Context: an optimization exercise on an open-source flow, tuned for small area, a short achievable clock period and few clock cycles. The choices shown serve that exercise and are no tape-out recipe.
In this exercise RTL edits were held to simulation tests only and were not proved equivalent to the original.
Power is estimated from default activity; no workload was simulated.

===== design/flow/config.mk =====
export PLATFORM = sky130hd
export DESIGN_NAME = eadogm_core
export DESIGN_NICKNAME = eadogm_core
export VERILOG_FILES = /design/flow/design.v
export SDC_FILE = /design/flow/constraint.sdc
export NUM_CORES = 4
export LEC_CHECK = 0
export CAP_MARGIN = 60
export CORE_MARGIN = 2
export CORE_UTILIZATION = 40
export PLACE_DENSITY = 0.6
export SLEW_MARGIN = 60

===== design/flow/constraint.sdc =====
create_clock -name core_clock -period 12.0 [get_ports {clk}]
set_input_delay 2.4000 -clock core_clock [delete_from_list [all_inputs] [get_ports {clk}]]
set_output_delay 2.4000 -clock core_clock [all_outputs]
set_load 0.01 [all_outputs]

===== design/flow/design.v =====
module eadogm_sin_rom (
    input  wire [6:0] index,
    output reg  [6:0] data
);
    always @(*) begin
        case (index)
            7'd0: data = 7'd0;
            7'd1: data = 7'd2;
            7'd2: data = 7'd3;
            7'd3: data = 7'd5;
            7'd4: data = 7'd6;
            7'd5: data = 7'd8;
            7'd6: data = 7'd9;
            7'd7: data = 7'd11;
            7'd8: data = 7'd12;
            7'd9: data = 7'd14;
            7'd10: data = 7'd16;
            7'd11: data = 7'd17;
            7'd12: data = 7'd19;
            7'd13: data = 7'd20;
            7'd14: data = 7'd22;
            7'd15: data = 7'd23;
            7'd16: data = 7'd24;
            7'd17: data = 7'd26;
            7'd18: data = 7'd27;
            7'd19: data = 7'd29;
            7'd20: data = 7'd30;
            7'd21: data = 7'd32;
            7'd22: data = 7'd33;
            7'd23: data = 7'd34;
            7'd24: data = 7'd36;
            7'd25: data = 7'd37;
            7'd26: data = 7'd38;
            7'd27: data = 7'd39;
            7'd28: data = 7'd41;
            7'd29: data = 7'd42;
            7'd30: data = 7'd43;
            7'd31: data = 7'd44;
            7'd32: data = 7'd45;
            7'd33: data = 7'd46;
            7'd34: data = 7'd47;
            7'd35: data = 7'd48;
            7'd36: data = 7'd49;
            7'd37: data = 7'd50;
            7'd38: data = 7'd51;
            7'd39: data = 7'd52;
            7'd40: data = 7'd53;
            7'd41: data = 7'd54;
            7'd42: data = 7'd55;
            7'd43: data = 7'd56;
            7'd44: data = 7'd56;
            7'd45: data = 7'd57;
            7'd46: data = 7'd58;
            7'd47: data = 7'd59;
            7'd48: data = 7'd59;
            7'd49: data = 7'd60;
            7'd50: data = 7'd60;
            7'd51: data = 7'd61;
            7'd52: data = 7'd61;
            7'd53: data = 7'd62;
            7'd54: data = 7'd62;
            7'd55: data = 7'd62;
            7'd56: data = 7'd63;
            7'd57: data = 7'd63;
            7'd58: data = 7'd63;
            7'd59: data = 7'd64;
            7'd60: data = 7'd64;
            7'd61: data = 7'd64;
            7'd62: data = 7'd64;
            7'd63: data = 7'd64;
            7'd64: data = 7'd64;
            7'd65: data = 7'd64;
            7'd66: data = 7'd64;
            7'd67: data = 7'd64;
            7'd68: data = 7'd64;
            7'd69: data = 7'd64;
            7'd70: data = 7'd63;
            7'd71: data = 7'd63;
            7'd72: data = 7'd63;
            7'd73: data = 7'd62;
            7'd74: data = 7'd62;
            7'd75: data = 7'd62;
            7'd76: data = 7'd61;
            7'd77: data = 7'd61;
            7'd78: data = 7'd60;
            7'd79: data = 7'd60;
            7'd80: data = 7'd59;
            7'd81: data = 7'd59;
            7'd82: data = 7'd58;
            7'd83: data = 7'd57;
            7'd84: data = 7'd56;
            7'd85: data = 7'd56;
            7'd86: data = 7'd55;
            7'd87: data = 7'd54;
            7'd88: data = 7'd53;
            7'd89: data = 7'd52;
            7'd90: data = 7'd51;
            7'd91: data = 7'd50;
            7'd92: data = 7'd49;
            7'd93: data = 7'd48;
            7'd94: data = 7'd47;
            7'd95: data = 7'd46;
            7'd96: data = 7'd45;
            7'd97: data = 7'd44;
            7'd98: data = 7'd43;
            7'd99: data = 7'd42;
            7'd100: data = 7'd41;
            7'd101: data = 7'd39;
            7'd102: data = 7'd38;
            7'd103: data = 7'd37;
            7'd104: data = 7'd36;
            7'd105: data = 7'd34;
            7'd106: data = 7'd33;
            7'd107: data = 7'd32;
            7'd108: data = 7'd30;
            7'd109: data = 7'd29;
            7'd110: data = 7'd27;
            7'd111: data = 7'd26;
            7'd112: data = 7'd24;
            7'd113: data = 7'd23;
            7'd114: data = 7'd22;
            7'd115: data = 7'd20;
            7'd116: data = 7'd19;
            7'd117: data = 7'd17;
            7'd118: data = 7'd16;
            7'd119: data = 7'd14;
            7'd120: data = 7'd12;
            7'd121: data = 7'd11;
            7'd122: data = 7'd9;
            7'd123: data = 7'd8;
            7'd124: data = 7'd6;
            7'd125: data = 7'd5;
            7'd126: data = 7'd3;
            7'd127: data = 7'd2;
            default: data = 7'd0;
        endcase
    end
endmodule
module eadogm_glyph_rom (
    input  wire [6:0]  index,
    output reg  [34:0] data
);
    always @(*) begin
        case (index)
            7'd0: data[20:0] = 21'h0;
            7'd1: data[20:0] = 21'h17C000;
            7'd2: data[20:0] = 21'h380;
            7'd3: data[20:0] = 21'h53F94;
            7'd4: data[20:0] = 21'h1FD524;
            7'd5: data[20:0] = 21'h209A3;
            7'd6: data[20:0] = 21'h1564B6;
            7'd7: data[20:0] = 21'hC280;
            7'd8: data[20:0] = 21'h88E00;
            7'd9: data[20:0] = 21'h8A080;
            7'd10: data[20:0] = 21'h71508;
            7'd11: data[20:0] = 21'hF8408;
            7'd12: data[20:0] = 21'hC2800;
            7'd13: data[20:0] = 21'h20408;
            7'd14: data[20:0] = 21'h183000;
            7'd15: data[20:0] = 21'h20820;
            7'd16: data[20:0] = 21'h1268BE;
            7'd17: data[20:0] = 21'h1FE100;
            7'd18: data[20:0] = 21'h1470C2;
            7'd19: data[20:0] = 21'h1160A1;
            7'd20: data[20:0] = 21'h48A18;
            7'd21: data[20:0] = 21'h1162A7;
            7'd22: data[20:0] = 21'h12653C;
            7'd23: data[20:0] = 21'h27881;
            7'd24: data[20:0] = 21'h1264B6;
            7'd25: data[20:0] = 21'h126486;
            7'd26: data[20:0] = 21'hD9B00;
            7'd27: data[20:0] = 21'hDAB00;
            7'd28: data[20:0] = 21'h50400;
            7'd29: data[20:0] = 21'h50A14;
            7'd30: data[20:0] = 21'h51141;
            7'd31: data[20:0] = 21'h144082;
            7'd96: data[20:0] = 21'h1E64B2;
            7'd97: data[20:0] = 21'h448FE;
            7'd98: data[20:0] = 21'h1264FF;
            7'd99: data[20:0] = 21'h1060BE;
            7'd100: data[20:0] = 21'h1060FF;
            7'd101: data[20:0] = 21'h1264FF;
            7'd102: data[20:0] = 21'h244FF;
            7'd103: data[20:0] = 21'h1060BE;
            7'd104: data[20:0] = 21'h2047F;
            7'd105: data[20:0] = 21'h1FE080;
            7'd106: data[20:0] = 21'h106020;
            7'd107: data[20:0] = 21'h5047F;
            7'd108: data[20:0] = 21'h10207F;
            7'd109: data[20:0] = 21'h1017F;
            7'd110: data[20:0] = 21'h2027F;
            7'd111: data[20:0] = 21'h1060BE;
            7'd112: data[20:0] = 21'h244FF;
            7'd113: data[20:0] = 21'h1460BE;
            7'd114: data[20:0] = 21'h644FF;
            7'd115: data[20:0] = 21'h1264C6;
            7'd116: data[20:0] = 21'h1FC081;
            7'd117: data[20:0] = 21'h10203F;
            7'd118: data[20:0] = 21'h10101F;
            7'd119: data[20:0] = 21'h6107F;
            7'd120: data[20:0] = 21'h20A63;
            7'd121: data[20:0] = 21'h1E0203;
            7'd122: data[20:0] = 21'h1268E1;
            7'd123: data[20:0] = 21'h1FC000;
            7'd124: data[20:0] = 21'h20202;
            7'd125: data[20:0] = 21'h1FE0C1;
            7'd126: data[20:0] = 21'h4104;
            7'd127: data[20:0] = 21'h102040;
            7'd64: data[20:0] = 21'h8080;
            7'd65: data[20:0] = 21'h152A20;
            7'd66: data[20:0] = 21'h11247F;
            7'd67: data[20:0] = 21'h112238;
            7'd68: data[20:0] = 21'h112238;
            7'd69: data[20:0] = 21'h152A38;
            7'd70: data[20:0] = 21'h27F08;
            7'd71: data[20:0] = 21'h150A08;
            7'd72: data[20:0] = 21'h1047F;
            7'd73: data[20:0] = 21'h1F6200;
            7'd74: data[20:0] = 21'h112020;
            7'd75: data[20:0] = 21'h43F80;
            7'd76: data[20:0] = 21'h1FE080;
            7'd77: data[20:0] = 21'h6027C;
            7'd78: data[20:0] = 21'h1047C;
            7'd79: data[20:0] = 21'h112238;
            7'd80: data[20:0] = 21'h50A7C;
            7'd81: data[20:0] = 21'h50A08;
            7'd82: data[20:0] = 21'h1047C;
            7'd83: data[20:0] = 21'h152A48;
            7'd84: data[20:0] = 21'h111F84;
            7'd85: data[20:0] = 21'h10203C;
            7'd86: data[20:0] = 21'h10101C;
            7'd87: data[20:0] = 21'hC203C;
            7'd88: data[20:0] = 21'h41444;
            7'd89: data[20:0] = 21'h14280C;
            7'd90: data[20:0] = 21'h153244;
            7'd91: data[20:0] = 21'hD8400;
            7'd92: data[20:0] = 21'h1FC000;
            7'd93: data[20:0] = 21'hDA080;
            7'd94: data[20:0] = 21'hA8408;
            7'd95: data[20:0] = 21'hA8E08;
            default: data[20:0] = 21'h0;
        endcase
    end
    always @(*) begin
        case (index)
            7'd0: data[34:21] = 14'h0;
            7'd1: data[34:21] = 14'h0;
            7'd2: data[34:21] = 14'h7;
            7'd3: data[34:21] = 14'hA7F;
            7'd4: data[34:21] = 14'h92A;
            7'd5: data[34:21] = 14'h3164;
            7'd6: data[34:21] = 14'h2822;
            7'd7: data[34:21] = 14'h0;
            7'd8: data[34:21] = 14'h41;
            7'd9: data[34:21] = 14'h1C;
            7'd10: data[34:21] = 14'h42A;
            7'd11: data[34:21] = 14'h408;
            7'd12: data[34:21] = 14'h0;
            7'd13: data[34:21] = 14'h408;
            7'd14: data[34:21] = 14'h0;
            7'd15: data[34:21] = 14'h104;
            7'd16: data[34:21] = 14'h1F45;
            7'd17: data[34:21] = 14'h40;
            7'd18: data[34:21] = 14'h2349;
            7'd19: data[34:21] = 14'h18CB;
            7'd20: data[34:21] = 14'h87F;
            7'd21: data[34:21] = 14'h1CC5;
            7'd22: data[34:21] = 14'h1849;
            7'd23: data[34:21] = 14'h185;
            7'd24: data[34:21] = 14'h1B49;
            7'd25: data[34:21] = 14'hF29;
            7'd26: data[34:21] = 14'h0;
            7'd27: data[34:21] = 14'h0;
            7'd28: data[34:21] = 14'h20A2;
            7'd29: data[34:21] = 14'hA14;
            7'd30: data[34:21] = 14'h8;
            7'd31: data[34:21] = 14'h309;
            7'd96: data[34:21] = 14'h1F41;
            7'd97: data[34:21] = 14'h3F11;
            7'd98: data[34:21] = 14'h1B49;
            7'd99: data[34:21] = 14'h1141;
            7'd100: data[34:21] = 14'hE22;
            7'd101: data[34:21] = 14'h20C9;
            7'd102: data[34:21] = 14'h81;
            7'd103: data[34:21] = 14'h1951;
            7'd104: data[34:21] = 14'h3F88;
            7'd105: data[34:21] = 14'h41;
            7'd106: data[34:21] = 14'hBF;
            7'd107: data[34:21] = 14'h20A2;
            7'd108: data[34:21] = 14'h2040;
            7'd109: data[34:21] = 14'h3F82;
            7'd110: data[34:21] = 14'h3F90;
            7'd111: data[34:21] = 14'h1F41;
            7'd112: data[34:21] = 14'h309;
            7'd113: data[34:21] = 14'h2F21;
            7'd114: data[34:21] = 14'h2329;
            7'd115: data[34:21] = 14'h18C9;
            7'd116: data[34:21] = 14'h81;
            7'd117: data[34:21] = 14'h1FC0;
            7'd118: data[34:21] = 14'hFA0;
            7'd119: data[34:21] = 14'h3FA0;
            7'd120: data[34:21] = 14'h3194;
            7'd121: data[34:21] = 14'h184;
            7'd122: data[34:21] = 14'h21C5;
            7'd123: data[34:21] = 14'h20C1;
            7'd124: data[34:21] = 14'h1010;
            7'd125: data[34:21] = 14'h0;
            7'd126: data[34:21] = 14'h202;
            7'd127: data[34:21] = 14'h2040;
            7'd64: data[34:21] = 14'h4;
            7'd65: data[34:21] = 14'h3C54;
            7'd66: data[34:21] = 14'h1C44;
            7'd67: data[34:21] = 14'h1044;
            7'd68: data[34:21] = 14'h3FC8;
            7'd69: data[34:21] = 14'hC54;
            7'd70: data[34:21] = 14'h101;
            7'd71: data[34:21] = 14'h1E54;
            7'd72: data[34:21] = 14'h3C04;
            7'd73: data[34:21] = 14'h40;
            7'd74: data[34:21] = 14'h3D;
            7'd75: data[34:21] = 14'h2228;
            7'd76: data[34:21] = 14'h40;
            7'd77: data[34:21] = 14'h3C04;
            7'd78: data[34:21] = 14'h3C04;
            7'd79: data[34:21] = 14'h1C44;
            7'd80: data[34:21] = 14'h414;
            7'd81: data[34:21] = 14'h3E18;
            7'd82: data[34:21] = 14'h404;
            7'd83: data[34:21] = 14'h1054;
            7'd84: data[34:21] = 14'h1040;
            7'd85: data[34:21] = 14'h3E20;
            7'd86: data[34:21] = 14'hE20;
            7'd87: data[34:21] = 14'h1E40;
            7'd88: data[34:21] = 14'h2228;
            7'd89: data[34:21] = 14'h1E50;
            7'd90: data[34:21] = 14'h224C;
            7'd91: data[34:21] = 14'h41;
            7'd92: data[34:21] = 14'h0;
            7'd93: data[34:21] = 14'h8;
            7'd94: data[34:21] = 14'h41C;
            7'd95: data[34:21] = 14'h408;
            default: data[34:21] = 14'h0;
        endcase
    end
endmodule
module eadogm_core (
    input  wire        clk,
    input  wire        rst,
    input  wire        cmd_valid,
    output wire        cmd_ready,
    input  wire [63:0] cmd_word,
    output wire [2:0]  err,
    output wire [3:0]  cur_page,
    output wire [6:0]  cur_col,
    output wire [7:0]  ret,
    output reg         mem_en,
    output reg         mem_we,
    output reg  [9:0]  mem_addr,
    output reg  [7:0]  mem_wdata,
    input  wire [7:0]  mem_rdata
);
    localparam [7:0] MODE_SET   = 8'h73;
    localparam [7:0] MODE_CLEAR = 8'h63;
    localparam [3:0] S_IDLE  = 4'd0;
    localparam [3:0] S_SEG   = 4'd1;
    localparam [3:0] S_WALK  = 4'd2;
    localparam [3:0] S_MUL1  = 4'd3;
    localparam [3:0] S_DIV   = 4'd4;
    localparam [3:0] S_PRIME = 4'd5;
    localparam [3:0] S_TEXT  = 4'd6;
    localparam [3:0] S_LF    = 4'd7;
    localparam [3:0] S_DRAIN = 4'd8;
    localparam [3:0] S_MUL2  = 4'd9;
    localparam [3:0] S_STEPS = 4'd10;
    localparam [3:0] S_DRS   = 4'd11;
    localparam [3:0] S_DEC   = 4'd12;
    function [12:0] rca;
        input [11:0] x;
        input [11:0] y;
        input        ci;
        integer i;
        reg c;
        begin
            c = ci;
            for (i = 0; i < 12; i = i + 1) begin
                rca[i] = x[i] ^ y[i] ^ c;
                c = (x[i] & y[i]) | (c & (x[i] ^ y[i]));
            end
            rca[12] = c;
        end
    endfunction
    function [6:0] inc7;
        input [6:0] x;
        reg [12:0] s;
        begin s = rca({5'd0, x}, 12'd0, 1'b1); inc7 = s[6:0]; end
    endfunction
    function [6:0] dec7;
        input [6:0] x;
        reg [12:0] s;
        begin s = rca({5'd0, x}, {5'd0, 7'h7F}, 1'b0); dec7 = s[6:0]; end
    endfunction
    function ge8;
        input [7:0] x;
        input [7:0] y;
        reg [12:0] s;
        begin s = rca({4'd0, x}, {4'd0, ~y}, 1'b1); ge8 = s[8]; end
    endfunction
    reg [3:0]  state;
    reg [3:0]  state_n;        
    reg        ready_q;        
    reg [2:0]  err_q;
    reg [3:0]  page_q;
    reg [6:0]  col_q;
    reg [7:0]  ret_q;
    assign cmd_ready = ready_q;
    assign err       = err_q;
    assign cur_page  = page_q;
    assign cur_col   = col_q;
    assign ret       = ret_q;
    wire [7:0] w_op = cmd_word[7:0];
    wire [7:0] b0   = cmd_word[15:8];
    wire [7:0] b1   = cmd_word[23:16];
    wire [7:0] b2   = cmd_word[31:24];
    wire [7:0] b3   = cmd_word[39:32];
    wire [7:0] b4   = cmd_word[47:40];
    wire [7:0] b5   = cmd_word[55:48];
    wire [7:0] b6   = cmd_word[63:56];
    wire op_pix    = (w_op == 8'h01);
    wire op_point  = (w_op == 8'h02);
    wire op_hline  = (w_op == 8'h03);
    wire op_vline  = (w_op == 8'h04);
    wire op_line   = (w_op == 8'h05);
    wire op_rect   = (w_op == 8'h06);
    wire op_arc    = (w_op == 8'h07);
    wire op_putc   = (w_op == 8'h08);
    wire op_setpg  = (w_op == 8'h09);
    wire op_setcol = (w_op == 8'h0A);
    wire op_putcat = (w_op == 8'h0B);
    wire op_draw   = op_pix | op_point | op_hline | op_vline | op_line | op_rect | op_arc;
    wire [3:0] op4 = w_op[3:0];
    reg [7:0] w_t, w_m;
    always @(*) begin
        case (op4)
            4'h2:        begin w_t = b2;   w_m = b3; end
            4'h3, 4'h4:  begin w_t = b3;   w_m = b4; end
            4'h5, 4'h6:  begin w_t = b4;   w_m = b5; end
            4'h7:        begin w_t = b5;   w_m = b6; end
            default:     begin w_t = 8'd0; w_m = b2; end
        endcase
    end
    wire w_tbad = (w_t[7:1] != 7'd0);
    wire w_mset = (w_m == MODE_SET);
    wire w_mbad = !w_mset && (w_m != MODE_CLEAR);
    reg [7:0] w_x1, w_y1, w_x2, w_y2;
    always @(*) begin
        case (op4)
            4'h3:    begin w_x1 = b0; w_y1 = b2; w_x2 = b1; w_y2 = b2; end    
            4'h4:    begin w_x1 = b0; w_y1 = b1; w_x2 = b0; w_y2 = b2; end    
            4'h5:    begin w_x1 = b0; w_y1 = b1; w_x2 = b2; w_y2 = b3; end    
            4'h6:    begin w_x1 = b0; w_y1 = b1; w_x2 = b2; w_y2 = b1; end    
            default: begin w_x1 = b1; w_y1 = b0; w_x2 = b1; w_y2 = b0; end    
        endcase
    end
    reg [7:0] a0, a1, a2, a3;
    reg       is_rect, is_arc;
    reg       thick;
    reg       mset;            
    reg [1:0] side;            
    reg       seg_pend;        
    reg       p2_valid;        
    reg [7:0] sx1, sx2;
    reg [6:0] sy1, sy2;
    reg              prev_ok;               
    wire y1_bad = sy1[6];
    wire x1_bad = sx1[7];
    wire y2_bad = sy2[6];
    wire x2_bad = sx2[7];
    wire [2:0] chk_code = y1_bad ? 3'd1 : x1_bad ? 3'd2 : y2_bad ? 3'd1 : x2_bad ? 3'd2 : 3'd0;
    wire       chk_ok   = !(y1_bad | x1_bad | y2_bad | x2_bad);
    wire [6:0] ux1 = sx1[6:0];
    wire [6:0] uy1 = {1'b0, sy1[5:0]};
    wire [6:0] ux2 = sx2[6:0];
    wire [6:0] uy2 = {1'b0, sy2[5:0]};
    wire [7:0] ddx  = {1'b0, ux2} - {1'b0, ux1};
    wire [7:0] ddy  = {1'b0, uy2} - {1'b0, uy1};
    wire [6:0] ndx  = ux1 - ux2;
    wire [6:0] ndy  = uy1 - uy2;
    reg  [6:0] adx, ady;
    reg        xneg, yneg2;                    
    reg        pre_ok;
    wire [7:0] dxy  = {1'b0, adx} - {1'b0, ady};
    wire [6:0] dyx  = ady - adx;
    wire       setup_steep = dxy[7];           
    wire [6:0] minx = xneg  ? ux2 : ux1;
    wire [6:0] maxx = xneg  ? ux1 : ux2;
    wire [6:0] miny = yneg2 ? uy2 : uy1;
    wire [6:0] maxy = yneg2 ? uy1 : uy2;
    wire [6:0] sbn  = xneg  ? uy2 : uy1;       
    wire [6:0] sbs  = yneg2 ? ux2 : ux1;       
    wire       setup_swap = setup_steep ? yneg2 : xneg;
    wire       s_yneg = xneg ^ yneg2;
    wire [6:0] sa1  = setup_steep ? miny : minx;
    wire [6:0] sa2  = setup_steep ? maxy : maxx;
    wire [6:0] sb1  = setup_steep ? sbs : sbn;
    wire [6:0] sdy  = setup_steep ? adx : ady;
    wire [6:0] sdxy = setup_steep ? dyx : dxy[6:0];    
    wire       seg_same   = (ux1 == ux2) && (uy1 == uy2);
    wire       setup_vert = (ux1 == ux2) && (uy1 != uy2);
    wire       s_skipf = is_arc & prev_ok & !setup_swap;
    wire       s_skipl = is_arc & prev_ok & setup_swap;
    wire [6:0] sdx    = setup_steep ? ady : adx;
    wire signed [8:0] s_e0 = {3'b000, sdx[6:1]};
    wire signed [8:0] e1   = s_e0 - $signed({2'b00, sdy});
    wire signed [8:0] e1p  = s_e0 + $signed({2'b00, sdxy});
    wire       e1n_neg = (ady > {1'b0, adx[6:1]});
    wire       e1s_neg = (adx > {1'b0, ady[6:1]});
    wire       e1_neg  = setup_steep ? e1s_neg : e1n_neg;
    wire signed [8:0] s_e1 = e1_neg ? e1p : e1;
    wire [6:0] wyn1   = e1n_neg ? (s_yneg ? dec7(sbn) : inc7(sbn)) : sbn;
    wire [6:0] wys1   = e1s_neg ? (s_yneg ? dec7(sbs) : inc7(sbs)) : sbs;
    wire [6:0] s_wy1  = setup_steep ? wys1 : wyn1;
    wire [6:0] s_wx1  = inc7(sa1);
    wire [6:0] s_wxe1 = dec7(sa2);
    wire seg_avail = is_arc ? p2_valid : seg_pend;
    reg  [7:0] nx;                  
    reg  [6:0] ny;
    reg        p3_valid;
    reg  [7:0] qx;                  
    reg  [6:0] qy;
    reg        p4_valid;
    reg [7:0] rx1, ry1, rx2, ry2;
    always @(*) begin
        case (side)
            2'd0:    begin rx1 = a0; ry1 = a3; rx2 = a2; ry2 = a3; end    
            2'd1:    begin rx1 = a0; ry1 = a1; rx2 = a0; ry2 = a3; end    
            default: begin rx1 = a2; ry1 = a1; rx2 = a2; ry2 = a3; end    
        endcase
    end
    reg [6:0]        wx, wxe, wy, wdy, wdxy;
    reg signed [8:0] werr;
    reg              steep, vert, yneg, wfirst;
    reg [4:0]        wdone;
    wire [6:0] prow = steep ? wx : wy;
    wire [6:0] pcol = steep ? wy : wx;
    wire [2:0] pg   = prow[5:3];
    wire       page_last = (wxe[5:3] == wx[5:3]);
    wire       is_last = vert ? page_last : (wx == wxe);
    wire [7:0] bit_r = 8'd1 << prow[2:0];
    wire [7:0] run_m = (8'hFF << wx[2:0]) & (8'hFF >> (page_last ? ~wxe[2:0] : 3'd0));
    wire [7:0] row_m = vert ? run_m : bit_r;
    wire [6:0] rowm = dec7(prow);
    wire [6:0] rowp = inc7(wxe);             
    wire [6:0] colm = dec7(pcol);
    wire [6:0] colp = inc7(pcol);
    reg [4:0] wvec;
    always @(*) begin
        wvec[0] = 1'b1;
        wvec[1] = thick & (steep ? (pcol != 7'd0)   : ((prow[2:0] == 3'd0) && (prow != 7'd0)));
        wvec[2] = thick & (steep ? (pcol != 7'd127) : ((prow[2:0] == 3'd7) && (prow != 7'd63)));
        wvec[3] = thick & wfirst  & (steep ? (prow != 7'd0)  : (pcol != 7'd0));
        wvec[4] = thick & is_last & (steep ? (wxe != 7'd63) : (pcol != 7'd127));
    end
    wire [4:0] wpend = wvec & ~wdone;
    wire [4:0] wsel  = wpend & (~wpend + 5'd1);
    wire [4:0] wmore = wpend & ~wsel;
    reg [9:0] w_addr;
    reg [7:0] w_mask;
    always @(*) begin
        w_addr = {pg, pcol};
        w_mask = (thick & !steep) ? (bit_r | {bit_r[6:0], 1'b0} | {1'b0, bit_r[7:1]}) : row_m;
        if (wsel[1]) begin
            if (steep) begin w_addr = {pg, colm}; w_mask = row_m; end
            else       begin w_addr = {rowm[5:3], pcol}; w_mask = 8'h80; end
        end
        if (wsel[2]) begin
            if (steep) begin w_addr = {pg, colp}; w_mask = row_m; end
            else       begin w_addr = {pg + 3'd1, pcol}; w_mask = 8'h01; end
        end
        if (wsel[3]) begin
            if (steep) begin w_addr = {rowm[5:3], pcol}; w_mask = 8'd1 << rowm[2:0]; end
            else       begin w_addr = {pg, colm}; w_mask = bit_r; end
        end
        if (wsel[4]) begin
            if (steep) begin w_addr = {rowp[5:3], pcol}; w_mask = 8'd1 << rowp[2:0]; end
            else       begin w_addr = {pg, colp}; w_mask = bit_r; end
        end
    end
    wire [8:0]  err_sub_s = werr - {2'b00, wdy};
    wire [8:0]  err_add_s = werr + {2'b00, wdxy};
    wire        err_neg   = err_sub_s[8];
    wire [6:0]  wx_inc    = inc7(wx);
    wire [6:0]  wy_step   = yneg ? dec7(wy) : inc7(wy);
    reg [8:0]  dw;             
    reg [16:0] acc;            
    reg [11:0] stp;            
    reg [8:0]  dq;             
    reg [9:0]  dr;             
    reg [3:0]  cnt;
    reg [8:0]  aq;             
    reg [9:0]  arem;           
    reg        adv_ok;         
    reg        fin;            
    reg [2:0]  sp;             
    reg [6:0]  mag_q;
    reg        neg_q;
    wire [14:0] prod_q = acc[14:0];
    wire        negp_q = acc[15];
    wire [7:0]  w_d8 = b4 - b3;
    wire [8:0]  w_dw = {w_d8 == 8'd0, w_d8};
    wire [8:0]  mul1_b = (cnt == 4'd2) ? (dw[6] ? {1'b0, a2} : 9'd0) : (dw[7] ? {a2, 1'b0} : 9'd0);
    wire [10:0] mul1_s = acc[16:6] + {2'd0, mul1_b};
    reg  [10:0] d201;
    always @(*) begin
        case (acc[2:0])
            3'd0:    d201 = 11'd0;
            3'd1:    d201 = 11'd201;
            3'd2:    d201 = 11'd402;
            3'd3:    d201 = 11'd603;
            3'd4:    d201 = 11'd804;
            3'd5:    d201 = 11'd1005;
            3'd6:    d201 = 11'd1206;
            default: d201 = 11'd1407;
        endcase
    end
    wire [10:0] mul2_s = {3'd0, stp[11:4]} + d201;
    wire [9:0]  steps  = stp[9:0];
    wire [10:0] div_t  = {dr, acc[16]};       
    wire [11:0] div_s  = {1'b0, div_t} - {2'b00, steps};
    wire        div_ge = !div_s[11];
    wire [11:0] drs_s  = {2'd0, dr} - {2'd0, steps};
    wire [11:0] arem_a = {2'd0, arem} + {2'd0, dr};
    wire [11:0] arem_b = {2'd0, arem} + stp;              
    wire        arem_ge = !arem_b[11];
    wire [8:0]  aq_dq  = aq + dq;
    wire [8:0]  aq_dq1 = aq + dq + 9'd1;
    wire [7:0]  ang_dq  = a3 + dq[7:0];
    wire [7:0]  ang_dq1 = a3 + dq[7:0] + 8'd1;
    wire [8:0]  aq_nx  = arem_ge ? aq_dq1 : aq_dq;
    wire [7:0]  ang_nx = arem_ge ? ang_dq1 : ang_dq;
    wire [6:0] sin_idx = sp[0] ? {~a3[6], a3[5:0]} : a3[6:0];
    wire [6:0] sin_mag;
    eadogm_sin_rom u_sin_rom (.index(sin_idx), .data(sin_mag));
    wire       cos_neg = a3[7] ^ a3[6];
    wire [13:0] prod6 = a2 * mag_q[5:0];
    wire [14:0] prod  = mag_q[6] ? {1'b0, a2, 6'd0} : {1'b0, prod6};
    wire [9:0]  pt    = {1'b0, prod_q[14:6]};
    wire [7:0]  ccent = (sp == 3'd3) ? a0 : a1;
    wire [9:0]  smp_v = {2'd0, ccent} + (negp_q ? ~pt : pt) + {9'd0, negp_q & (prod_q[5:0] == 6'd0)};
    wire [7:0]  smp_x = {smp_v[9] | (smp_v[8:7] != 2'd0), smp_v[6:0]};
    wire [6:0]  smp_y = {smp_v[9] | (smp_v[8:6] != 3'd0), smp_v[5:0]};
    wire [6:0] tcode  = wdxy;         
    wire [6:0] tg     = tcode ^ 7'h20;    
    wire [2:0] tpage  = wy[2:0];
    wire [6:0] tcol   = wx;
    wire [2:0] tshift = wxe[2:0];
    wire [2:0] tk     = wdy[2:0];
    wire       tspill = wfirst;
    wire [34:0] glyph_word;
    eadogm_glyph_rom u_glyph_rom (.index(tg), .data(glyph_word));
    reg  [6:0]  glyph_byte;
    always @(*) begin
        case (tk)
            3'd0:    glyph_byte = glyph_word[6:0];
            3'd1:    glyph_byte = glyph_word[13:7];
            3'd2:    glyph_byte = glyph_word[20:14];
            3'd3:    glyph_byte = glyph_word[27:21];
            default: glyph_byte = glyph_word[34:28];
        endcase
    end
    wire [14:0] gshift = {8'd0, glyph_byte} << tshift;
    wire [7:0]  t_mask = tspill ? {1'b0, gshift[14:8]} : gshift[7:0];
    wire [12:0] tcol_s = rca({5'd0, tcol}, {9'd0, tk}, 1'b0);
    wire [9:0]  t_addr = {tspill ? (tpage + 3'd1) : tpage, tcol_s[6:0]};
    wire [3:0] norm_page  = (page_q == 4'd8) ? 4'd0 : page_q;
    wire       col_wrap   = (col_q > 7'd121);
    wire [3:0] wrap_page  = col_wrap ? (norm_page + 4'd1) : norm_page;
    wire [3:0] glyph_page = (wrap_page == 4'd8) ? 4'd0 : wrap_page;
    wire [6:0] glyph_col  = col_wrap ? 7'd0 : col_q;
    wire [12:0] gcol6_s   = rca({5'd0, glyph_col}, 12'd6, 1'b0);
    reg        d_putc, d_setpg, d_setcol, d_putcat, d_draw;
    reg        tbad_q, mbad_q;
    wire       d_arc = is_arc;
    wire char0_bad = (a0[7:5] == 3'd0) || a0[7];
    wire char2_bad = (a2[7:5] == 3'd0) || a2[7];
    wire is_lf      = (a0 == 8'h0A);
    wire putc_glyph = d_putc && !is_lf && !char0_bad;
    wire setpg_ok   = d_setpg && (a0[7:3] == 5'd0);
    wire setcol_ok  = d_setcol && !ge8(a0, 8'd121);
    wire putcat_ok  = d_putcat && !ge8(a0, 8'd57) && !ge8(a1, 8'd121) && !char2_bad;
    wire draw_ok    = d_draw && !tbad_q && !mbad_q;
    reg  [2:0] dec_err;
    always @(*) begin
        dec_err = 3'd0;
        if (d_draw) dec_err = tbad_q ? 3'd5 : mbad_q ? 3'd4 : 3'd0;
        if (d_putc && !is_lf && char0_bad) dec_err = 3'd6;
        if (d_setpg && !setpg_ok) dec_err = 3'd3;
        if (d_setcol && !setcol_ok) dec_err = 3'd2;
        if (d_putcat) dec_err = ge8(a0, 8'd57) ? 3'd1 : ge8(a1, 8'd121) ? 3'd2 : char2_bad ? 3'd6 : 3'd0;
        if (!(d_draw | d_putc | d_setpg | d_setcol | d_putcat)) dec_err = 3'd7;
    end
    reg        ib_valid;
    reg [9:0]  ib_addr;
    reg [7:0]  ib_mask;
    reg [3:0]  cv, crd;
    reg [9:0]  ca0, ca1, ca2, ca3;
    reg [7:0]  cm0, cm1, cm2, cm3;
    reg [1:0]  head, rp, tail;
    reg [2:0]  count;
    reg        rd_p1, rd_p2;    
    wire [9:0] ca_head = (head == 2'd0) ? ca0 : (head == 2'd1) ? ca1 : (head == 2'd2) ? ca2 : ca3;
    wire [7:0] cm_head = (head == 2'd0) ? cm0 : (head == 2'd1) ? cm1 : (head == 2'd2) ? cm2 : cm3;
    wire [9:0] ca_rp   = (rp == 2'd0) ? ca0 : (rp == 2'd1) ? ca1 : (rp == 2'd2) ? ca2 : ca3;
    wire [3:0] head_oh = 4'd1 << head;
    wire [3:0] rp_oh   = 4'd1 << rp;
    wire [3:0] tail_oh = 4'd1 << tail;
    wire       retire_rd = rd_p2;
    wire [7:0] newdata   = mset ? (mem_rdata | cm_head) : (mem_rdata & ~cm_head);
    wire       wr_need   = retire_rd && (|(cm_head & (mset ? ~mem_rdata : mem_rdata)));
    wire       dwrite    = !rd_p2 && (rp == head) && (|(head_oh & cv & ~crd)) &&
                           (|(head_oh & {&cm3, &cm2, &cm1, &cm0}));
    wire       retire    = retire_rd | dwrite;
    wire       ib_zero   = (ib_mask == 8'd0);
    wire [3:0] hit_vec   = cv & ~(retire_rd ? head_oh : 4'd0) &
                           {ca3 == ib_addr, ca2 == ib_addr, ca1 == ib_addr, ca0 == ib_addr};
    wire       hit       = |hit_vec;
    wire       ib_take   = ib_valid && (ib_zero || hit || (count != 3'd4));
    wire       alloc     = ib_valid && !ib_zero && !hit && (count != 3'd4);
    wire       buf_free  = !ib_valid || (count != 3'd4);
    wire       rp_ready  = |(rp_oh & cv & ~crd);
    wire       slot_free = !dwrite && (state != S_LF);
    wire       rd_pre    = slot_free && rp_ready;
    wire       byp_pre   = slot_free && alloc && (rp == tail);
    wire       do_read   = rd_pre && !wr_need;
    wire       byp_read  = byp_pre && !wr_need;
    wire       alt_en    = (state == S_LF) || dwrite || rd_pre || byp_pre;
    wire       alt_we    = (state == S_LF) || dwrite;
    wire [9:0] alt_addr  = (state == S_LF) ? {tpage, tcol} : dwrite ? ca_head : rd_pre ? ca_rp : ib_addr;
    wire [7:0] alt_wdata = {8{mset && (state != S_LF)}};
    wire [2:0] count_nx  = count + {2'd0, alloc} - {2'd0, retire};
    reg        g_emit;
    reg [9:0]  g_addr;
    reg [7:0]  g_mask;
    always @(*) begin
        g_emit = 1'b0;
        g_addr = w_addr;
        g_mask = w_mask;
        if (state == S_WALK) begin
            g_emit = 1'b1;
        end else if (state == S_TEXT) begin
            g_emit = 1'b1;
            g_addr = t_addr;
            g_mask = t_mask;
        end
    end
    wire g_go = !g_emit || buf_free;    
    wire walk_end = (state == S_WALK) && buf_free && !thick && is_last;
    wire seg_go   = ((state == S_SEG) || walk_end) && seg_avail && pre_ok;
    wire p2_consume = (seg_go && is_arc) || ((state == S_PRIME) && p2_valid);
    wire p3_take    = p3_valid && (!p2_valid || p2_consume);
    wire p4_take    = p4_valid && !p3_valid;                  
    wire q_busy     = p3_valid || p4_valid;
    wire sxy_wr     = (ready_q && cmd_valid) || seg_go ||
                      ((state == S_PRIME) && p2_valid) || p3_take;
    wire seg_draw = chk_ok && !(is_arc && prev_ok && seg_same);
    always @(posedge clk) begin
        if (rst) begin
            cv       <= 4'd0;
            crd      <= 4'd0;
            head     <= 2'd0;
            rp       <= 2'd0;
            tail     <= 2'd0;
            count    <= 3'd0;
            rd_p1    <= 1'b0;
            rd_p2    <= 1'b0;
            ib_valid <= 1'b0;
            mem_en   <= 1'b0;
            mem_we   <= 1'b0;
        end else begin
            rd_p1 <= do_read | byp_read;
            rd_p2 <= rd_p1;
            count <= count_nx;
            mem_en    <= wr_need | alt_en;
            mem_we    <= wr_need | alt_we;
            mem_addr  <= wr_need ? ca_head : alt_addr;
            mem_wdata <= wr_need ? newdata : alt_wdata;
            if (hit_vec[0] && ib_valid && !ib_zero) cm0 <= cm0 | ib_mask;
            if (hit_vec[1] && ib_valid && !ib_zero) cm1 <= cm1 | ib_mask;
            if (hit_vec[2] && ib_valid && !ib_zero) cm2 <= cm2 | ib_mask;
            if (hit_vec[3] && ib_valid && !ib_zero) cm3 <= cm3 | ib_mask;
            if (alloc) begin
                case (tail)
                    2'd0: begin ca0 <= ib_addr; cm0 <= ib_mask; end
                    2'd1: begin ca1 <= ib_addr; cm1 <= ib_mask; end
                    2'd2: begin ca2 <= ib_addr; cm2 <= ib_mask; end
                    default: begin ca3 <= ib_addr; cm3 <= ib_mask; end
                endcase
                tail <= tail + 2'd1;
            end
            if (do_read | byp_read | dwrite) rp <= rp + 2'd1;
            if (retire) head <= head + 2'd1;
            cv  <= (cv & ~(retire ? head_oh : 4'd0)) | (alloc ? tail_oh : 4'd0);
            crd <= (crd & ~(retire ? head_oh : 4'd0) & ~(alloc ? tail_oh : 4'd0)) |
                   (do_read ? rp_oh : 4'd0) | (byp_read ? tail_oh : 4'd0);
            if (g_emit && buf_free) begin
                ib_valid <= 1'b1;
                ib_addr  <= g_addr;
                ib_mask  <= g_mask;
            end else if (ib_take) begin
                ib_valid <= 1'b0;
            end
        end
    end
    always @(posedge clk) begin
        if (rst) begin
            state    <= S_IDLE;
            ready_q  <= 1'b1;
            err_q    <= 3'd0;
            page_q   <= 4'd0;
            col_q    <= 7'd0;
            ret_q    <= 8'd0;
            sp       <= 3'd0;
            p2_valid <= 1'b0;
            p3_valid <= 1'b0;
            p4_valid <= 1'b0;
            seg_pend <= 1'b0;
            pre_ok   <= 1'b0;
        end else begin
            state_n = state;
            adx    <= ddx[7] ? ndx : ddx[6:0];
            ady    <= ddy[7] ? ndy : ddy[6:0];
            xneg   <= ddx[7];
            yneg2  <= ddy[7];
            pre_ok <= !sxy_wr;
            if (p3_take) begin
                sx2      <= nx;
                sy2      <= ny;
                p2_valid <= 1'b1;
            end else if (p2_consume) begin
                p2_valid <= 1'b0;
            end
            if (p4_take) begin
                nx       <= qx;
                ny       <= qy;
                p3_valid <= 1'b1;
                p4_valid <= 1'b0;
            end else if (p3_take) begin
                p3_valid <= 1'b0;
            end
            if (sp == 3'd1) begin
                mag_q <= sin_mag;
                neg_q <= cos_neg;
                sp    <= 3'd2;
            end else if (sp == 3'd2) begin
                if (adv_ok) begin
                    acc[15:0] <= {neg_q, prod};
                    mag_q <= sin_mag;
                    neg_q <= a3[7];
                    aq    <= aq_nx;
                    a3    <= ang_nx;
                    arem  <= arem_ge ? arem_b[9:0] : arem_a[9:0];
                    fin   <= (aq == dw);
                    sp    <= 3'd3;
                end
            end else if (sp == 3'd3) begin
                if (!p4_valid || !p3_valid) begin    
                    qx    <= smp_x;
                    acc[15:0] <= {neg_q, prod};
                    mag_q <= sin_mag;
                    neg_q <= cos_neg;
                    sp    <= 3'd4;
                end
            end else if (sp == 3'd4) begin
                qy       <= smp_y;
                p4_valid <= 1'b1;
                acc[15:0] <= {neg_q, prod};
                mag_q    <= sin_mag;
                neg_q    <= a3[7];
                aq       <= aq_nx;
                a3       <= ang_nx;
                arem     <= arem_ge ? arem_b[9:0] : arem_a[9:0];
                fin      <= (aq == dw);
                sp       <= fin ? 3'd0 : 3'd3;
            end
            if (seg_go) begin
                if (is_arc) begin
                    sx1      <= sx2;
                    sy1      <= sy2;
                    prev_ok  <= chk_ok;
                end else if (is_rect && side != 2'd3) begin
                    side <= side + 2'd1;
                    sx1 <= rx1; sy1 <= {ry1[7:6] != 2'd0, ry1[5:0]};
                    sx2 <= rx2; sy2 <= {ry2[7:6] != 2'd0, ry2[5:0]};
                end else begin
                    seg_pend <= 1'b0;
                end
                if (!chk_ok && err_q == 3'd0) err_q <= chk_code;
                steep <= setup_steep;
                vert  <= setup_vert;
                wxe   <= s_skipl ? s_wxe1 : sa2;
                wdy   <= sdy;
                wdxy  <= sdxy;
                yneg  <= s_yneg;
                wdone <= 5'd0;
                if (s_skipf) begin
                    wfirst <= 1'b0;
                    wx     <= s_wx1;
                    wy     <= s_wy1;
                    werr   <= s_e1;
                end else begin
                    wfirst <= 1'b1;
                    wx     <= sa1;
                    wy     <= sb1;
                    werr   <= s_e0;
                end
            end
            case (state)
                S_IDLE: begin
                    if (cmd_valid) begin
                        a0 <= b0; a1 <= b1; a2 <= b2; a3 <= b3;
                        d_putc   <= op_putc;
                        d_setpg  <= op_setpg;
                        d_setcol <= op_setcol;
                        d_putcat <= op_putcat;
                        d_draw   <= op_draw;
                        tbad_q   <= w_tbad;
                        mbad_q   <= w_mbad;
                        is_rect  <= op_rect;
                        is_arc   <= op_arc;
                        thick    <= w_t[0];
                        mset     <= w_mset | !op_draw;
                        side     <= 2'd0;
                        prev_ok  <= 1'b0;
                        seg_pend <= 1'b1;
                        dw       <= w_dw;
                        sx1 <= w_x1; sy1 <= {w_y1[7:6] != 2'd0, w_y1[5:0]};
                        sx2 <= w_x2; sy2 <= {w_y2[7:6] != 2'd0, w_y2[5:0]};
                        state_n = S_DEC;
                    end
                end
                S_DEC: begin
                    acc    <= 17'd0;
                    cnt    <= 4'd0;
                    aq     <= 9'd0;
                    arem   <= 10'd0;
                    adv_ok <= 1'b0;
                    wdxy   <= d_putc ? a0[6:0] : a2[6:0];
                    wdy    <= 7'd0;
                    wfirst <= 1'b0;
                    wxe    <= {4'd0, d_putc ? 3'd0 : a0[2:0]};
                    wy     <= {4'd0, !d_putc ? a0[5:3] : is_lf ? norm_page[2:0] : glyph_page[2:0]};
                    wx     <= !d_putc ? a1[6:0] : is_lf ? col_q : glyph_col;
                    err_q  <= dec_err;
                    sp     <= 3'd0;
                    if (d_putc)                 ret_q  <= a0;
                    if (putc_glyph | setpg_ok)  page_q <= d_putc ? glyph_page : a0[3:0];
                    if (putc_glyph | setcol_ok) col_q  <= d_putc ? gcol6_s[6:0] : a0[6:0];
                    if (draw_ok)                     state_n = d_arc ? S_MUL1 : S_SEG;
                    else if (d_putc && is_lf)        state_n = S_LF;
                    else if (putc_glyph | putcat_ok) state_n = S_TEXT;
                    else                             state_n = S_IDLE;
                end
                S_MUL1: begin
                    cnt <= cnt + 4'd1;
                    if (cnt == 4'd0) begin
                        mag_q <= {1'b0, dw[5:0]};
                    end else if (cnt == 4'd1) begin
                        acc <= {2'b00, prod};
                    end else if (cnt == 4'd2) begin
                        acc <= {mul1_s[10:0], acc[5:0]};
                    end else begin
                        acc   <= dw[8] ? {1'b0, a2, 8'd0} : {mul1_s[10:0], acc[5:0]};
                        stp   <= 12'd0;
                        cnt   <= 4'd0;
                        sp    <= 3'd1;          
                        state_n = S_MUL2;
                    end
                end
                S_MUL2: begin
                    stp <= {mul2_s[10:3], mul2_s[2:0], stp[3]};
                    acc <= {3'b000, acc[16:3]};
                    cnt <= cnt + 4'd1;
                    if (cnt == 4'd5) state_n = S_STEPS;
                end
                S_STEPS: begin
                    if (stp[9:0] == 10'd0) stp <= 12'd1;
                    acc   <= {dw, 8'd0};
                    dr    <= 10'd0;
                    dq    <= 9'd0;
                    cnt   <= 4'd0;
                    state_n = S_DIV;
                end
                S_DIV: begin
                    dr  <= div_ge ? div_s[9:0] : div_t[9:0];
                    dq  <= {dq[7:0], div_ge};
                    acc <= {acc[15:0], 1'b0};
                    cnt <= cnt + 4'd1;
                    if (cnt == 4'd8) state_n = S_DRS;
                end
                S_DRS: begin
                    stp    <= drs_s[11:0];
                    adv_ok <= 1'b1;
                    state_n  = S_PRIME;
                end
                S_PRIME: begin
                    if (p2_valid) begin
                        sx1 <= sx2;
                        sy1 <= sy2;
                        state_n = S_SEG;
                    end
                end
                S_SEG: begin
                    if (seg_avail) begin
                        if (seg_go && seg_draw) state_n = S_WALK;
                    end else if (!is_arc || (sp == 3'd0 && !q_busy)) begin
                        state_n = S_DRAIN;
                    end
                end
                S_WALK: begin
                    if (buf_free) begin
                        if (wmore != 5'd0) begin
                            wdone <= wdone | wsel;
                        end else if (is_last) begin
                            if (!seg_avail && !(is_arc && (sp != 3'd0 || q_busy))) state_n = S_DRAIN;
                            else if (!(seg_go && seg_draw))                        state_n = S_SEG;
                        end else begin
                            wdone  <= 5'd0;
                            wfirst <= 1'b0;
                            if (vert) begin
                                wx <= {wx[6:3] + 4'd1, 3'b000};
                            end else begin
                                wx <= wx_inc;
                                if (err_neg) begin
                                    wy   <= wy_step;
                                    werr <= err_add_s[8:0];
                                end else begin
                                    werr <= err_sub_s[8:0];
                                end
                            end
                        end
                    end
                end
                S_TEXT: begin
                    if (g_go) begin
                        if (!tspill && tshift != 3'd0) begin
                            wfirst <= 1'b1;
                        end else begin
                            wfirst <= 1'b0;
                            wdy    <= {4'd0, tk + 3'd1};
                            if (tk == 3'd4) state_n = S_DRAIN;
                        end
                    end
                end
                S_LF: begin
                    wx <= wx_inc;
                    if (tcol == 7'd127) begin
                        page_q <= {1'b0, tpage} + 4'd1;
                        col_q  <= 7'd0;
                        state_n  = S_DRAIN;
                    end
                end
                S_DRAIN: begin
                    if (!ib_valid && (count == 3'd0)) state_n = S_IDLE;
                end
                default: state_n = S_IDLE;
            endcase
            state   <= state_n;
            ready_q <= (state_n == S_IDLE);
        end
    end
endmodule

===== design/flow/run.sh =====
#!/bin/bash
# synth_recipe.tcl (not shown) runs the flow's synth.tcl, then flattens the netlist and writes it again
# the make line also repeats each setting of config.mk as NAME=value (left out here)
make -C /OpenROAD-flow-scripts/flow DESIGN_CONFIG=/design/flow/config.mk WORK_HOME=/design/flow/orfs CLKGATE_MAP_FILE= SYNTH_SCRIPT=/design/flow/synth_recipe.tcl finish

==> qor.yml, run 1 <==
synthToLayoutAreaGrowth_pct: 11.4
htree_levels: 2
post-place-ws_ns: 6.35
design.core.area_sq_um: 102000
avgSynthCellArea_sq_um: 8.42
gp_congestion: 1.00
drtPass1Iterations: 7
maxSlewHeadroom: 0.565
final_area_sq_um: 45700
fillers: 9930
ys_async_sr_fraction: 0
cp-start-kind: "register"
synth_edf_count: 373
crit_arrival_ns: 5.22
overflow: 0
die_x_um: 324
slew_violations: 0
grt_pass1_wl_um: 223000
placed_cell_area_sq_um: 43900
cpMaxStageDelayCell: "a211o_2"
ys_warn_count: 3
clk_latency_ns: 0.64
power.density_cell_area_nw_per_um2: 135
p_int_uw: 3740
vdd_drop_max_v: 0.000141
io_pins: 118
hold_path.class: "reg2reg"
cap_viol_max_count: 0
fin_crit_sh: 0.404
drt-initial-drc-count: 4241
path_cells: "inv_1, ha_1, nor2b_1, o2111ai_1, a21oi_4, buf_4, inv_4, a211o_2, or2_1, a211oi_2, a211oi_1, a311oi_2, nor2_1, a221o_1"
fmax_ghz: 0.206
cellLeakagePower_uw: 0.0177
rsz0062_at_grt: "false"
nNetsFinal: 5270
die_area_sq_um: 105000
synthCells: 4873
switching_share: 0.394
root_buffer: "clkbuf_16"
dp.cells: 6142
crit_required_ns: 12.38
setup-tns-final_ns: 0
skew_ns: 0.0308
end_kind: "register"
dp_hpwl_um: 109000
totalPowerFinal_uw: 6170
grt_pass1_vias: 35968
yosysSeqAreaShare: 0.301
diodes: 0
ctsResizeCount: 0
finalWirelength_um: 149000
clk_pin_slew_ns: 0.06
combinationalPowerShare: 0.428
criticalPathCategory: "reg2reg"
drc: 0
yosys_most_used_dff: "edfxtp_1"
crit_path_max_fanout: 52
synth_area_sq_um: 41000
fin_cells: 6241
cts_buffer_depth: 3
ctsHoldBuffers: 0
postLayoutSetupSlackWorst_ns: 7.16
synth_seq_cells: 430
finalSetupViolCount: 0
synth_nets: 5313
grt.total_usage: 0.274
rrSetupSlack_ns: 7.16
slowest_delay_ns: 0.58
tightest_slew_ns: 0.652
layout_commonest_cell: "nand2_1"
wl_per_cell_um: 23.8
final_cell_mix: "nand2_1, a21oi_1, nor2_1, edfxtp_1, o21ai_0"
cts_tree: "done"
grt_max_degree: 139
clock_power_share: 0.261
ant_nets: 0
avgViaCountPerCell: 6.22
numCtsBuffers: 52
initial_utilization: 0.403
vias: 38821
p_sw_uw: 2430
cts.repair_timing.setup_buffer_count: 0
fin_crit_ns: 4.84
status: "no timing/DRC/antenna violations"
drive_gt1_frac: 0.0794
seqPwrFrac: 0.311
synth_cell_types: 99
rows: 117
cts.sink_count: 430
placement.io_buffers: 117
antenna_found_initial: 0
hold_violations: 0
die_y_um: 324
==> synthesized netlist by cell type, types with 16 or more instances <==
cell	n	area share
o221ai_1	28	0.0060
nor2b_1	106	0.016
a221oi_1	20	0.0043
o311ai_0	21	0.0045
a21oi_1	408	0.050
dfxtp_1	57	0.028
clkbuf_1	266	0.024
a32oi_1	19	0.0041
o31ai_1	34	0.0062
buf_2	36	0.0044
ha_1	316	0.096
nor3_1	102	0.012
o22ai_1	33	0.0050
buf_1	29	0.0027
a21o_1	52	0.0095
fa_1	49	0.024
and2_1	63	0.0096
o2111ai_1	18	0.0038
a222oi_1	17	0.0041
a311oi_1	16	0.0034
a22o_1	45	0.0096
o21bai_1	24	0.0044
mux2i_1	173	0.042
mux2_2	40	0.011
nand2b_1	62	0.0095
nand2_1	461	0.042
nor2_1	397	0.036
a211oi_1	69	0.013
o211ai_1	66	0.012
a31oi_1	62	0.0095
and3_1	38	0.0058
nand3_1	116	0.014
a21boi_0	22	0.0040
xnor2_1	164	0.035
or2_2	18	0.0027
o21a_1	22	0.0040
nor4_1	33	0.0050
nand4_1	37	0.0056
inv_1	268	0.025
edfxtp_1	373	0.27
o21ai_0	330	0.040
o41ai_1	17	0.0036
a22oi_1	51	0.0093
xor2_1	69	0.015
==> power groups by stage <==
stage | Combinational [uW] | Clock (uW) | Sequential, uW
floorplan | 1940 | 0 | 1880
global placement | 2510 | 0 | 1960
detailed placement | 2590 | 0 | 1950
CTS | 2610 | 1630 | 1910
global route | 2920 | 1690 | 1930
finish | 2640 | 1610 | 1920
==> area by class of cell <==
type	count	area (sq um)	area share
clock buffer	63	1380	0.0302
clock inverter	34	314	0.00687
inverter	272	1030	0.0226
multi-input combinational	3835	26800	0.585
sequential	430	12300	0.270
tap	1368	1710	0.0374
timing repair buffer	239	2170	0.0474
==> registers in the layout, summed over array words and instances, names as in the netlist, 9 cells and up <==
name,cells
dr,10
ca3,10
ca0,10
werr,9
acc,17
dw,9
arem,10
dq,9
stp,12
ca2,10
ca1,10
ib_addr,10
mem_addr,10
aq,9
==> logic make-up (layout without fill, tap and decap cells) <==
logic type                 after synthesis  after routing  share of synthesized area
and+or+nand+nor                       1510           1510                      0.175
AOI/OAI and AO/OA                     1507           1507                      0.241
buffers and inverters                  608            608                     0.0575
DFF                                    430            430                      0.301
adders and majority gates              367            367                      0.121
xor gates and xnor gates               233            233                     0.0497
muxes                                  218            218                     0.0557
==> critical path: cells and delay by family (launching register included) <==
kind                     cells  cell delay [ns]
AO/OA/AOI/OAI                7             2.19
buffers and inverters        3             0.91
adder cells (fa/ha/maj)      1             0.31
AND/OR/NAND/NOR              3             0.68
flip-flops                   1             0.50
==> layer usage <==
metal  wire, um  global-route usage  part of all wire  up-vias
met5          0                   0                 0        -
met3      13200              0.0492             0.089      378
met2      64700               0.421              0.43     1831
met1      64000               0.379              0.43    18715
met4       6740               0.115             0.045        0
li1           -                   -                 -    17897
==> metrics by stage <==
step	hold slack [ns]	util
finish	0.421	0.449
global route	0.424	0.449
CTS	0.420	0.448
detailed placement	0.405	0.431
global placement	0.402	0.426
floorplan	0.400	-
==> final timing paths <==
| check | startpoint | endpoint | depth (start not counted) |
|---|---|---|---|
| hold / removal | qx[4] | nx[4] | 0 |
| setup reg to reg | adx[1] | wy[2] | 14 |
| hold reg to reg | qx[4] | nx[4] | 0 |
| setup / recovery | adx[1] | wy[2] | 14 |
Testbench counts, summed over its fixed seeds: cycles 251,059.
==> run 2, diff against run 1 <==
--- a/design/flow/design.v
+++ b/design/flow/design.v
@@ -440,15 +440,16 @@
     wire [3:0] op4 = w_op[3:0];
-    reg [7:0] w_t, w_m;
+    wire [6:2] byte_set = {b6 == MODE_SET, b5 == MODE_SET, b4 == MODE_SET, b3 == MODE_SET, b2 == MODE_SET};
+    wire [6:2] byte_clr = {b6 == MODE_CLEAR, b5 == MODE_CLEAR, b4 == MODE_CLEAR, b3 == MODE_CLEAR, b2 == MODE_CLEAR};
+    wire [5:2] byte_tbad = {b5[7:1] != 7'd0, b4[7:1] != 7'd0, b3[7:1] != 7'd0, b2[7:1] != 7'd0};
+    reg  w_tbad, w_thick, w_mset, w_mclr;
     always @(*) begin
         case (op4)
-            4'h2:        begin w_t = b2;   w_m = b3; end
-            4'h3, 4'h4:  begin w_t = b3;   w_m = b4; end
-            4'h5, 4'h6:  begin w_t = b4;   w_m = b5; end
-            4'h7:        begin w_t = b5;   w_m = b6; end
-            default:     begin w_t = 8'd0; w_m = b2; end
+            4'h2:       begin w_tbad = byte_tbad[2]; w_thick = b2[0]; w_mset = byte_set[3]; w_mclr = byte_clr[3]; end
+            4'h3, 4'h4: begin w_tbad = byte_tbad[3]; w_thick = b3[0]; w_mset = byte_set[4]; w_mclr = byte_clr[4]; end
+            4'h5, 4'h6: begin w_tbad = byte_tbad[4]; w_thick = b4[0]; w_mset = byte_set[5]; w_mclr = byte_clr[5]; end
+            4'h7:       begin w_tbad = byte_tbad[5]; w_thick = b5[0]; w_mset = byte_set[6]; w_mclr = byte_clr[6]; end
+            default:    begin w_tbad = 1'b0;         w_thick = 1'b0;  w_mset = byte_set[2]; w_mclr = byte_clr[2]; end
         endcase
     end
-    wire w_tbad = (w_t[7:1] != 7'd0);
-    wire w_mset = (w_m == MODE_SET);
-    wire w_mbad = !w_mset && (w_m != MODE_CLEAR);
+    wire w_mbad = !w_mset && !w_mclr;
     reg [7:0] w_x1, w_y1, w_x2, w_y2;
@@ -928,4 +929,4 @@
                         is_arc   <= op_arc;
-                        thick    <= w_t[0];
-                        mset     <= w_mset | !op_draw;
+                        thick    <= w_thick;
+                        mset     <= w_mset;       
                         side     <= 2'd0;
@@ -952,2 +953,3 @@
                     err_q  <= dec_err;
+                    if (!d_draw) mset <= 1'b1;   
                     sp     <= 3'd0;
==> run 2 against run 1 <==
Still clean on timing, DRC and antenna; clock skew increased by 0.00096 ns; fmax decreased by 3.1%; final cell count about the same; clock power increased by 7%; count of clock-buffer cells in the layout decreased by 3; critical path type is now in2reg.
==> qor.yml, run 2 <==
status: "no timing/DRC/antenna violations"  # unchanged
setup-tns-final_ns: 0  # unchanged
cts_tree: "done"  # unchanged
criticalPathCategory: "in2reg"  # was reg2reg
wl_per_cell_um: 23.9  # was 23.8 um
yosysMostFrequentCell: "nor2_1"  # was nand2_1
crit_required_ns: 12.36  # was 12.38 ns
layout_commonest_cell: "nor2_1"  # was nand2_1
overflow: 0  # unchanged
yosysSeqAreaShare: 0.299  # was 0.301
synth_seq_cells: 430  # unchanged
clk_latency_ns: 0.64  # about the same
synth_compound_area_frac: 0.238  # was 0.241
cts_buffer_depth: 3  # unchanged
globalRouteMet2Util: 0.417  # was 0.421
path_cells: "clkdlybuf4s50_1, nand2b_1, nor3_4, or2_2, a222oi_1, inv_1, o21ai_0, o21ai_0, a211o_1, o311ai_0, o21ai_0"  # was inv_1, ha_1, nor2b_1, o2111ai_1, a21oi_4, buf_4, inv_4, a211o_2, or2_1, a211oi_2, a211oi_1, a311oi_2, nor2_1, a221o_1
reg2regPathDepth: 17  # was 14
grt.total_usage: 0.270  # was 0.274
drive_gt1_frac: 0.0810  # was 0.0794
top_register: "acc"  # unchanged
maxSlewHeadroom: 0.574  # was 0.565
dp.cells: 6139  # was 6142
synth_top_family_by_area: "compound AO/OA/AOI/OAI gates"  # unchanged
rsz0062_at_grt: "false"  # unchanged
crit_arrival_ns: 5.35  # was 5.22 ns
root_buffer: "clkbuf_16"  # unchanged
synth_xor_area_frac: 0.0493  # was 0.0497
hold_path.class: "reg2reg"  # unchanged
vias: 38881  # was 38821
drtPass1Iterations: 9  # was 7
numCtsBuffers: 52  # unchanged
final_core_utilization: 0.451  # was 0.449
avgSynthCellArea_sq_um: 8.46  # was 8.42 sq um
use_met3: 0.0470  # was 0.0492
rows: 117  # unchanged
yosys_most_used_dff: "edfxtp_1"  # unchanged
slowest_delay_ns: 0.66  # was 0.58 ns
die_x_um: 325  # was 324 um
power.density_cell_area_nw_per_um2: 140  # was 135 nW/um^2
gp_congestion: 1.02  # was 1.00
drc: 0  # unchanged
end_kind: "register"  # unchanged
synthCells: 4882  # was 4873
avgViaCountPerCell: 6.23  # was 6.22
hold_violations: 0  # unchanged
ys_warn_count: 3  # unchanged
slew_violations: 0  # unchanged
drt-initial-drc-count: 4875  # was 4241
fmax_ghz: 0.200  # was 0.206 GHz
hold_ws_ns: 0.410  # was 0.421 ns
clk_pin_slew_ns: 0.07  # was 0.06 ns
initial_utilization: 0.405  # was 0.403
ys_async_sr_fraction: 0  # unchanged
fin_crit_ns: 5.00  # was 4.84 ns
synthToLayoutAreaGrowth_pct: 11.3  # was 11.4%
fin_crit_sh: 0.417  # was 0.404
min_path_cells: 0  # unchanged
finalSetupViolCount: 0  # unchanged
placement.io_buffers: 117  # unchanged
htree_levels: 2  # unchanged
rrSetupSlack_ns: 7.16  # about the same
cpMaxStageDelayCell: "clkdlybuf4s50_1"  # was a211o_2
antenna_found_initial: 1  # was 0
yosys-top-cells-area: "edfxtp_1, ha_1, a21oi_1"  # unchanged
cellLeakagePower_uw: 0.0179  # was 0.0177 uW
totalPowerFinal_uw: 6440  # was 6170 uW
grt_pass1_wl_um: 226000  # was 223000 um
synth_nets: 5322  # was 5313
nNetsFinal: 5271  # was 5270
path_common_cell: "o21ai_0"
synth_cell_types: 105  # was 99
reg2reg_from: "mag_q[0]"  # was adx[1]
ctsHoldBuffers: 0  # unchanged
gr-usage-met1: 0.377  # was 0.379
yosys.area_share.simple: 0.174  # was 0.175
ctsResizeCount: 0  # unchanged
grt_max_degree: 100  # was 139
muxShareOfSynthArea: 0.0584  # was 0.0557
finalWirelength_um: 149000  # about the same
design.core.area_sq_um: 102000  # about the same
fin_cells: 6243  # was 6241
cap_viol_max_count: 0  # unchanged
cp-start-kind: "primary input"  # was register
die_y_um: 325  # was 324 um
grt_pass1_vias: 36526  # was 35968
final_cell_mix: "nor2_1, nand2_1, a21oi_1, edfxtp_1, o21ai_0"  # was nand2_1, a21oi_1, nor2_1, edfxtp_1, o21ai_0
largest_reg_flops: 17  # unchanged
cts.repair_timing.setup_buffer_count: 0  # unchanged
ant_nets: 0  # unchanged
cts.sink_count: 430  # unchanged
critPathLaunch: "cmd_word[3]"  # was adx[1]
io_pins: 118  # unchanged
die_area_sq_um: 106000  # was 105000 sq um
worstHoldStart: "qy[1]"  # was qx[4]
vdd_drop_max_v: 0.000125  # was 0.000141 V
crit_path_max_fanout: 12  # was 52
top_usage_layer: "met2"  # unchanged
skew_ns: 0.0318  # was 0.0308 ns
tightest_slew_ns: 0.636  # was 0.652 ns
synthAdderAreaFrac: 0.120  # was 0.121
synth_area_sq_um: 41300  # was 41000 sq um
yosys.area.top_type_share: 0.271  # was 0.273
synth_edf_count: 373  # unchanged
yosysTopAreaCell: "edfxtp_1"  # unchanged
dp_hpwl_um: 108000  # was 109000 um
largestRegisters: "acc (17), stp (12)"  # unchanged
ys_top_cells_by_count: "nor2_1, nand2_1, a21oi_1"  # was nand2_1, a21oi_1, nor2_1
## run 2: worst paths after layout
path / to
max: mset
min: ny[1]
max reg2reg: acc[13]
min reg2reg: ny[1]
## run 2: per-layer routing
metal	up-vias	part of all wire	wire length [um]
met1	18571	0.43	64000
li1	17900	-	-
met4	2	0.039	5820
met3	352	0.093	13900
met2	2056	0.44	65200
met5	-	0.00013	19
## run 2: per-stage QoR
stage	instance area [sq um]	setup WS, ns
finish	46000	7.00
global route	46000	6.81
CTS	45800	7.05
detailed placement	44000	6.37
global placement	43500	6.46
floorplan	41300	5.63
## run 2: logic make-up after synthesis
family,count (synthesis)
xor gates and xnor gates,230
and+or+nand+nor,1493
AOI/OAI and AO/OA,1513
adders and majority gates,368
DFF,430
muxes,231
buffers and inverters,617
## run 2: power breakdown
group,internal [uW],switching [uW],total [uW]
logic,1100,1660,2760
registers,1790,166,1960
clock network,998,719,1720
total,3890,2540,6440
## run 2: final cells by class
type | count | area [sq um]
fillers | 9966 | 56100
repair buffers | 236 | 2180
clock buffers | 60 | 1370
multi-input cells | 3835 | 26900
flip-flops and latches | 430 | 12300
clock inverters | 37 | 437
well taps | 1368 | 1710
inverters | 276 | 1060
diodes | 1 | 2.50
## run 2: critical path, delay by kind of cell
| family | cells | cell delay (ns) |
|---|---|---|
| AND/OR/NAND/NOR | 3 | 0.93 |
| AO/OA/AOI/OAI | 6 | 1.30 |
| buffers and inverters | 2 | 0.73 |
Testbench counts of run 2, summed over its fixed seeds: cycles 251,059.

[separate check: timing with driven ports]
In the flow no input, the clock included, has a driving cell. The finished layouts below were timed again as built, in two steps.
Step 1, drivers: a clkbuf_16 drives clk and a buf_2 each remaining input, both assumed.
Step 2 also shifts input and output timing later by t, the mid clock arrival at the registers, as if the neighbouring blocks saw the same clock.
Slacks: no drivers / after step 1 / after step 2; pairs: no drivers / after step 1.
run	shift t [ns]	setup WS [ns]	worst register clock-pin slew, ns	worst data-port slew with drivers (ns)
run 1	0.698	7.156 / 7.156 / 6.669	0.07 / 0.07	0.05
run 2	0.698	7.002 / 7.053 / 6.355	0.08 / 0.08	0.06
After both steps every run listed still meets setup and hold. For run 2, which loses most, drivers alone change the setup slack by +0.051 ns; drivers and shift together by -0.647 ns.
